This design comes from an exercise in tuning for a short achievable clock period and few clock cycles on the open sky130 flow, not from production work.

==> run M <==
Design mips_core, start of the top module:
module mips_core (
    input  wire        clk,
    input  wire        rst,            
    input  wire [31:0] text_base,      
    output wire [31:0] imem_addr,
    input  wire [31:0] imem_rdata,
    output wire [31:0] dmem_addr,
    output wire        dmem_re,
    output wire        dmem_we,
    output wire [3:0]  dmem_wstrb,
    output wire [31:0] dmem_wdata,
    input  wire [31:0] dmem_rdata,
    output wire        retire_valid,
    output wire [31:0] retire_pc,
    output wire        retire_we,      
    output wire [4:0]  retire_rd,
    output wire [31:0] retire_wdata,
    output reg         halted,
    output reg  [3:0]  halt_cause,
    output reg  [31:0] halt_pc
);
==> flow/config.mk <==
export PLATFORM = sky130hd
export DESIGN_NAME = mips_core
export DESIGN_NICKNAME = mips_core
export VERILOG_FILES = /design/flow/design.v
export SDC_FILE = /design/flow/constraint.sdc
export NUM_CORES = 4
export LEC_CHECK = 0
export CAP_MARGIN = 20
export CELL_PAD_IN_SITES_DETAIL_PLACEMENT = 1
export CELL_PAD_IN_SITES_GLOBAL_PLACEMENT = 2
export CORE_MARGIN = 2
export CORE_UTILIZATION = 40
export PLACE_DENSITY = 0.6
export SLEW_MARGIN = 20
==> flow/constraint.sdc <==
create_clock -name core_clock -period 12.5 [get_ports {clk}]
set_input_delay 2.5000 -clock core_clock [delete_from_list [all_inputs] [get_ports {clk}]]
set_output_delay 2.5000 -clock core_clock [all_outputs]
set_load 0.01 [all_outputs]
standard.sh (not shown) runs the stock make flow with config.mk's settings and CLKGATE_MAP_FILE= SYNTH_SCRIPT=/design/flow/synth_recipe.tcl, a recipe that flattens the netlist after the stock synthesis.
==> flow/flow/run.sh <==
#!/bin/bash
# The standard layout (the standard.sh, unchanged synthesis), with the
# timing repair steps asked to leave SETUP_MARGIN ns of setup slack so that
# they also work on paths far shorter than the clock period.
set -euo pipefail
cd "$(dirname "$0")/.."
SETUP_MARGIN=$(cat flow/setup_margin)
bash standard.sh SETUP_SLACK_MARGIN="$SETUP_MARGIN" finish > make_finish.log 2>&1
==> flow/flow/setup_margin <==
8.5
==> run R (differences from run M) <==
--- a/flow/design.v
+++ b/flow/design.v
@@ -151,10 +151,11 @@
   localparam R_LUI  = 6;
   localparam R_SH   = 7;    
   localparam R_LINK = 8;    
   localparam NR     = 9;
   reg [31:0] pc_f;           
+  reg [31:0] imem_pc;        
   reg [31:0] ras;            
   reg        stop;           
   reg        fd_valid;
   reg [31:0] fd_instr;
   reg [31:0] fd_pc;
@@ -165,13 +166,13 @@
   reg [31:0] de_pc;
   reg [31:0] de_pc4;
   reg [31:0] de_a;           
   reg [31:0] de_b;           
   reg [31:0] de_st;          
-  reg        fa_m, fa_w;     
-  reg        fb_m, fb_w;     
-  reg        fs_m, fs_w;     
+  reg        fa_m;           
+  reg        fb_m;           
+  reg        fs_m;           
   reg [15:0] de_imm;
   reg [4:0]  de_shamt;
   reg [NR-1:0] de_rsel;
   reg        de_sub;         
   reg        de_sltu;        
@@ -194,10 +195,13 @@
   reg        de_mul;
   reg        de_div;
   reg        de_mds;         
   reg        de_mthi, de_mtlo, de_mfhi, de_mflo;
   reg [3:0]  de_cause;       
+  reg        de_bad;         
+  reg        de_mem;         
+  reg [31:0] de_bx;          
   reg        em_valid;       
   reg        em_fault;
   reg [3:0]  em_cause;
   reg [31:0] em_pc;
   reg [31:0] em_result;
@@ -208,32 +212,37 @@
   reg        em_lsign;
   reg        em_mfhi, em_mflo;
   reg        em_re, em_we;
   reg [3:0]  em_wstrb;
   reg [31:0] em_wdata;
+  reg [31:0] m_result;       
   reg        mw_valid;
+  reg        mw_we;          
+  reg [31:1] mw_wen;         
+  reg [31:0] mw_wdata;       
   reg        mw_fault;
   reg [3:0]  mw_cause;
   reg [31:0] mw_pc;
   reg [4:0]  mw_rd;
   reg [31:0] mw_result;
   reg [31:0] gpr [1:31];
   reg [31:0] hi;
   reg [31:0] lo;
   assign retire_valid = mw_valid;
   assign retire_pc    = mw_pc;
-  assign retire_we    = mw_valid && (mw_rd != 5'd0);
+  assign retire_we    = mw_we;
   assign retire_rd    = mw_rd;
-  assign retire_wdata = mw_result;
-  wire w_we = mw_valid && (mw_rd != 5'd0);
+  assign retire_wdata = mw_wdata;
   integer i;
   always @(posedge clk) begin
     if (rst) begin
       for (i = 1; i < 32; i = i + 1)
         gpr[i] <= 32'd0;
-    end else if (w_we) begin
-      gpr[mw_rd] <= mw_result;
+    end else begin
+      for (i = 1; i < 32; i = i + 1)
+        if (mw_wen[i])
+          gpr[i] <= mw_result;
     end
   end
   always @(posedge clk) begin
     if (rst) begin
       halted     <= 1'b0;
@@ -353,26 +362,29 @@
   wire d_stall = fd_valid && (e_lhaz || d_mdhaz);
   wire d_issue = fd_valid && !d_stall && !redir;
   wire m_wr = em_valid && (em_rd != 5'd0);
   wire e_wr = de_valid && (de_rd != 5'd0);
   wire n_fa_m = d_urs && e_wr && (de_rd == d_rs);
-  wire n_fa_w = d_urs && !n_fa_m && m_wr && (em_rd == d_rs);
   wire n_fs_m = d_urt && e_wr && (de_rd == d_rt);
-  wire n_fs_w = d_urt && !n_fs_m && m_wr && (em_rd == d_rt);
-  wire [31:0] rf_rs = (d_rs == 5'd0) ? 32'd0 :
-                      (w_we && (mw_rd == d_rs)) ? mw_result : gpr[d_rs];
-  wire [31:0] rf_rt = (d_rt == 5'd0) ? 32'd0 :
-                      (w_we && (mw_rd == d_rt)) ? mw_result : gpr[d_rt];
+  wire m_rs = m_wr && (em_rd == d_rs);
+  wire m_rt = m_wr && (em_rd == d_rt);
+  wire [31:0] rf_rs = (d_rs == 5'd0) ? 32'd0 : m_rs ? m_result :
+                      mw_wen[d_rs] ? mw_result : gpr[d_rs];
+  wire [31:0] rf_rt = (d_rt == 5'd0) ? 32'd0 : m_rt ? m_result :
+                      mw_wen[d_rt] ? mw_result : gpr[d_rt];
   wire [31:0] d_imm = d_zext ? {16'd0, fd_instr[15:0]} : {{16{fd_instr[15]}}, fd_instr[15:0]};
   wire [31:0] d_btgt = fd_pc4 + {{14{fd_instr[15]}}, fd_instr[15:0], 2'b00};
   wire        e_valid = de_valid && !stop;
-  wire [31:0] ea = fa_m ? em_result : fa_w ? mw_result : de_a;
-  wire [31:0] eb = fb_m ? em_result : fb_w ? mw_result : de_b;
-  wire [31:0] es = fs_m ? em_result : fs_w ? mw_result : de_st;
+  wire [31:0] ea = fa_m ? em_result : de_a;
+  wire [31:0] eb = fb_m ? em_result : de_b;
+  wire [31:0] es = fs_m ? em_result : de_st;
   wire [31:0] e_simm = {{16{de_imm[15]}}, de_imm};
-  wire [31:0] e_bx  = de_sub ? ~eb : eb;
-  wire [32:0] e_sum = {1'b0, ea} + {1'b0, e_bx} + {32'd0, de_sub};
+  wire [31:0] e_bx  = fb_m ? (em_result ^ {32{de_sub}}) : de_bx;
+  wire [31:0] e_sum_lo;
+  wire        e_sum_c;
+  mips_ks_add #(.W(32)) u_alu_add (.a(ea), .b(e_bx), .cin(de_sub), .sum(e_sum_lo), .cout(e_sum_c));
+  wire [32:0] e_sum = {e_sum_c, e_sum_lo};
   wire        e_ovf = (ea[31] == e_bx[31]) && (e_sum[31] != ea[31]);
   wire        e_lt  = de_sltu ? ~e_sum[32] :
                       ((ea[31] != eb[31]) ? ea[31] : e_sum[31]);
   wire [4:0]  e_sha = de_shv ? ea[4:0] : de_shamt;
   reg  [31:0] e_shin;
@@ -395,11 +407,12 @@
       ({32{de_rsel[R_XOR]}}  & (ea ^ eb)) |
       ({32{de_rsel[R_NOR]}}  & ~(ea | eb)) |
       ({32{de_rsel[R_LUI]}}  & {de_imm, 16'd0}) |
       ({32{de_rsel[R_SH]}}   & e_shrev) |
       ({32{de_rsel[R_LINK]}} & de_pc4);
-  wire [31:0] e_addr = ea + e_simm;
+  wire [31:0] e_addr;
+  mips_ks_add #(.W(32)) u_addr_add (.a(ea), .b(e_simm), .cin(1'b0), .sum(e_addr), .cout());
   wire        e_mis  = (de_size == 2'd1 && e_addr[0]) ||
                        (de_size == 2'd2 && e_addr[1:0] != 2'b00);
   wire        e_eq    = (ea == es);
   wire        e_azero = (ea == 32'd0);
   reg         e_taken;
@@ -411,10 +424,15 @@
       default: e_taken = !ea[31] && !e_azero;
     endcase
   end
   wire e_dzero = (es == 32'd0);
   wire e_dovf  = de_mds && (ea == 32'h80000000) && (es == 32'hFFFFFFFF);
+  wire e_f_ovf  = de_ovf && e_ovf;
+  wire e_f_mis  = de_mem && e_mis;
+  wire e_f_jmis = de_jr && (ea[1:0] != 2'b00);
+  wire e_f_div  = de_div && (e_dzero || e_dovf);
+  wire e_any    = de_bad || e_f_ovf || e_f_mis || e_f_jmis || e_f_div;
   reg [3:0] e_cause;
   always @* begin
     e_cause = de_cause;
     if (de_cause == CAUSE_NONE) begin
       if (de_ovf && e_ovf)                        e_cause = CAUSE_OVERFLOW;
@@ -422,12 +440,12 @@
       else if (de_jr && ea[1:0] != 2'b00)         e_cause = CAUSE_MISALIGN_JMP;
       else if (de_div && e_dzero)                 e_cause = CAUSE_DIV_ZERO;
       else if (de_div && e_dovf)                  e_cause = CAUSE_DIV_OVERFLOW;
     end
   end
-  wire e_fault = e_valid && (e_cause != CAUSE_NONE);
-  wire e_ok    = e_valid && (e_cause == CAUSE_NONE);
+  wire e_fault = e_valid && e_any;
+  wire e_ok    = e_valid && !e_any;
   wire e_br_mis = de_br && (e_taken != de_pt);
   wire e_jr_mis = de_jr && (ea[1:0] == 2'b00) && (!de_pt || (ea != de_ptgt));
   assign redir  = e_valid && (e_br_mis || e_jr_mis);
   wire [31:0] redir_pc = de_jr ? ea : (e_taken ? de_btgt : de_pc4);
   reg [3:0]  e_wstrb;
@@ -463,11 +481,11 @@
   wire [31:0] div_q;
   wire [31:0] div_r;
   mips_divider u_div (
       .clk       (clk),
       .rst       (rst),
-      .start     (e_ok && de_div),
+      .start     (e_valid && de_div),    
       .is_signed (de_mds),
       .dividend  (ea),
       .divisor   (es),
       .busy      (div_busy),
       .soon      (div_soon),
@@ -483,13 +501,13 @@
       m1_mtlo <= 1'b0;
       m2_mul  <= 1'b0;
       hi      <= 32'd0;
       lo      <= 32'd0;
     end else begin
-      m1_mul  <= e_ok && de_mul;
-      m1_mthi <= e_ok && de_mthi;
-      m1_mtlo <= e_ok && de_mtlo;
+      m1_mul  <= e_valid && de_mul;       
+      m1_mthi <= e_valid && de_mthi;
+      m1_mtlo <= e_valid && de_mtlo;
       m2_mul  <= m1_mul;
       if (m1_mthi)
         hi <= m1_val;
       else if (m2_mul)
         hi <= m2_prod[63:32];
@@ -517,11 +535,10 @@
   assign dmem_wstrb = em_wstrb;
   assign dmem_wdata = em_wdata;
   wire [7:0]  m_byte = em_addr[1] ? (em_addr[0] ? dmem_rdata[31:24] : dmem_rdata[23:16])
                                   : (em_addr[0] ? dmem_rdata[15:8]  : dmem_rdata[7:0]);
   wire [15:0] m_half = em_addr[1] ? dmem_rdata[31:16] : dmem_rdata[15:0];
-  reg  [31:0] m_result;
   always @* begin
     if (em_load) begin
       case (em_size)
         2'd0:    m_result = {{24{em_lsign & m_byte[7]}}, m_byte};
         2'd1:    m_result = {{16{em_lsign & m_half[15]}}, m_half};
@@ -533,62 +550,66 @@
       m_result = m2_mul ? m2_prod[31:0] : lo;
     end else begin
       m_result = em_result;
     end
   end
-  assign imem_addr = pc_f;
+  assign imem_addr = imem_pc;
   wire [31:0] f_ir   = imem_rdata;
   wire [31:0] f_pc4  = pc_f + 32'd4;
   wire        f_j    = (f_ir[31:27] == 5'b00001);                   
   wire        f_jal  = (f_ir[31:26] == 6'h03) ||
                        ((f_ir[31:26] == 6'h00) && (f_ir[5:0] == 6'h09));
   wire        f_jr31 = (f_ir[31:26] == 6'h00) && (f_ir[5:0] == 6'h08) && (f_ir[25:21] == 5'd31);
   wire        f_br   = (f_ir[31:28] == 4'b0001);
   wire        f_brt  = f_br && ((f_ir[27:26] == 2'b01) || f_ir[15]);    
-  wire [16:0] f_tlo   = {1'b0, f_pc4[17:2]} + {1'b0, f_ir[15:0]};
-  wire [13:0] f_thi0  = f_pc4[31:18];
-  wire [13:0] f_thip  = f_pc4[31:18] + 14'd1;
-  wire [13:0] f_thim  = f_pc4[31:18] - 14'd1;
-  wire [13:0] f_thi   = f_ir[15] ? (f_tlo[16] ? f_thi0 : f_thim)
-                                 : (f_tlo[16] ? f_thip : f_thi0);
-  wire [31:0] f_btgt  = {f_thi, f_tlo[15:0], 2'b00};
+  wire [29:0] f_bsum;
+  mips_ks_add #(.W(30)) u_br_add (.a(pc_f[31:2]), .b({{14{f_ir[15]}}, f_ir[15:0]}), .cin(1'b1),
+                                  .sum(f_bsum), .cout());
+  wire [31:0] f_btgt  = {f_bsum, 2'b00};
   wire [31:0] f_jtgt  = {f_pc4[31:28], f_ir[25:0], 2'b00};
   wire        f_pt    = f_j || f_jr31 || f_brt;
   wire [31:0] f_next  = f_j ? f_jtgt : f_jr31 ? ras : f_brt ? f_btgt : f_pc4;
   wire        f_acc   = !d_stall;      
   always @(posedge clk) begin
     if (rst) begin
       pc_f     <= text_base;
+      imem_pc  <= text_base;
       ras      <= 32'd0;
       stop     <= 1'b0;
       fd_valid <= 1'b0;
       de_valid <= 1'b0;
       em_valid <= 1'b0;
       em_fault <= 1'b0;
       em_re    <= 1'b0;
       em_we    <= 1'b0;
       mw_valid <= 1'b0;
+      mw_we    <= 1'b0;
+      mw_wen   <= 31'd0;
       mw_fault <= 1'b0;
     end else begin
       if (e_fault)
         stop <= 1'b1;
       if (redir)
         pc_f <= redir_pc;
       else if (f_acc)
         pc_f <= f_next;
-      if (!redir && f_acc && f_jal)
+      if (f_acc && f_jal)
         ras <= f_pc4;
       if (redir)
         fd_valid <= 1'b0;
       else if (f_acc)
         fd_valid <= 1'b1;
       de_valid <= d_issue;
       em_valid <= e_ok;
       em_fault <= e_fault;
-      em_re    <= e_ok && de_load;
-      em_we    <= e_ok && de_store;
+      em_re    <= e_valid && de_load && !e_mis;
+      em_we    <= e_valid && de_store && !e_mis;
       mw_valid <= em_valid;
+      mw_we    <= m_wr;
+      for (i = 1; i < 32; i = i + 1)
+        mw_wen[i] <= m_wr && (em_rd == i);
+      imem_pc  <= redir ? redir_pc : f_acc ? f_next : pc_f;
       mw_fault <= em_fault;
     end
   end
   always @(posedge clk) begin
     if (f_acc) begin
@@ -602,15 +623,12 @@
     de_pc4   <= fd_pc4;
     de_a     <= rf_rs;
     de_b     <= d_immb ? d_imm : rf_rt;
     de_st    <= rf_rt;
     fa_m     <= n_fa_m;
-    fa_w     <= n_fa_w;
     fb_m     <= n_fs_m && !d_immb;
-    fb_w     <= n_fs_w && !d_immb;
     fs_m     <= n_fs_m;
-    fs_w     <= n_fs_w;
     de_imm   <= fd_instr[15:0];
     de_shamt <= fd_instr[10:6];
     de_rsel  <= d_rsel;
     de_sub   <= d_sub;
     de_sltu  <= d_sltu;
@@ -636,15 +654,18 @@
     de_mthi  <= d_mthi;
     de_mtlo  <= d_mtlo;
     de_mfhi  <= d_mfhi;
     de_mflo  <= d_mflo;
     de_cause <= d_cause;
+    de_bad   <= (d_cause != CAUSE_NONE);
+    de_mem   <= d_load || d_store;
+    de_bx    <= (d_immb ? d_imm : rf_rt) ^ {32{d_sub}};
     em_cause <= e_cause;
     em_pc    <= de_pc;
     em_result <= e_result;
     em_addr  <= e_addr;
-    em_rd    <= e_fault ? 5'd0 : de_rd;
+    em_rd    <= de_rd;
     em_load  <= de_load;
     em_size  <= de_size;
     em_lsign <= de_lsign;
     em_mfhi  <= de_mfhi;
     em_mflo  <= de_mflo;
@@ -652,12 +673,43 @@
     em_wdata <= e_wdata;
     mw_cause  <= em_cause;
     mw_pc     <= em_pc;
     mw_rd     <= em_rd;
     mw_result <= m_result;
+    if (em_valid)
+      mw_wdata <= m_result;
   end
 endmodule
+module mips_ks_add #(parameter W = 32) (
+    input  wire [W-1:0] a,
+    input  wire [W-1:0] b,
+    input  wire         cin,
+    output wire [W-1:0] sum,
+    output wire         cout
+);
+  localparam L = $clog2(W + 1);
+  wire [W:0] g [0:L];
+  wire [W:0] p [0:L];
+  assign g[0] = {a & b, cin};
+  assign p[0] = {a ^ b, 1'b0};
+  genvar l, k;
+  generate
+    for (l = 0; l < L; l = l + 1) begin : lvl
+      for (k = 0; k <= W; k = k + 1) begin : bitk
+        if (k >= (1 << l)) begin : comb
+          assign g[l+1][k] = g[l][k] | (p[l][k] & g[l][k - (1 << l)]);
+          assign p[l+1][k] = p[l][k] & p[l][k - (1 << l)];
+        end else begin : pass
+          assign g[l+1][k] = g[l][k];
+          assign p[l+1][k] = p[l][k];
+        end
+      end
+    end
+  endgenerate
+  assign sum  = (a ^ b) ^ g[L][W-1:0];
+  assign cout = g[L][W];
+endmodule
 module mips_mul_s1 (
     input  wire [32:0] a,
     input  wire [16:0] sng,
     input  wire [16:0] dbl,
     input  wire [16:0] neg,
==> flow_summary.ini <==
[run_status]
outcome = timing/DRC/antenna clean

[placed_design]
pre_cts_ws_ns = 5.59
dp.final_hpwl_um = 482000

[logic_synthesis]
ys_top_cells_by_count = 1397 x edfxtp_1, 1059 x and2_1, 926 x dfxtp_1, 902 x clkbuf_1, 672 x xnor2_1
synthDominantCellAreaShare_pct = 28.4
mapped_area_mm2 = 0.148
post-synth-top-area-cell = edfxtp_1
synth-main-ff-cell = edfxtp_1

[timing]
final.setup.worst_slack_ns = 7.55

[cells_and_area]
fillers = 38100
multi_input_cells = 9138

[routing]
met1_length_um = 289000

[setup_path]
rr_endpoint = pc_f[29]

[power_and_ir_drop]
leakage_nw = 69.4
That was run M.
==> flow_summary.ini <==
[clock_tree]
post_cts_buffers = 354

[run_status]
outcome = timing/DRC/antenna clean

[placed_design]
pre_cts_ws_ns = 5.74
dp.final_hpwl_um = 559000

[timing]
final.setup.worst_slack_ns = 8.03
report.final.setup_viol = 0

[setup_path]
rr_endpoint = mw_wdata[28]

[logic_synthesis]
mapped_area_mm2 = 0.146
post-synth-top-area-cell = dfxtp_1
ys_top_cells_by_count = 1971 x dfxtp_1, 1820 x nor2_1, 1348 x mux2i_1, 1171 x a22oi_1, 1160 x clkbuf_1
synthDominantCellAreaShare_pct = 27.1

[cells_and_area]
multi_input_cells = 11300
fillers = 39700

[power_and_ir_drop]
leakage_nw = 67.1
That was run R.
No functional check of the RTL was part of any run of this note.

port drivers added, routing unchanged:
The flow's constraints put no driver on any port. The routed layouts listed below were extracted and timed again, unchanged, in two steps. Step 1 sets driving cells, clkbuf_16 on the clock port and buf_2 on the other inputs (assumed; they add their load-dependent delay and slew). Step 2 times the ports against the registers' clock, not the clock port: input delays grow and output delays shrink by t, the midpoint of the rising clock arrivals with the driver on. a / b / c = no drivers / after step 1 / after step 2; a / b = the first two.
run	t (ns)	setup WS [ns]	worst hold slack (ns)	worst setup path after step 2	worst slew at a driven data input, ns
run M	1.043	7.552 / 7.612 / 6.569	0.318 / 0.318 / 0.318	input to register	0.10
run R	1.065	8.030 / 7.898 / 7.135	0.321 / 0.321 / 0.321	input to register	0.37
After both steps setup and hold are still met in every run listed. The setup slack of run M, which loses most, moves by +0.060 ns with the drivers and by -0.983 ns with both steps.
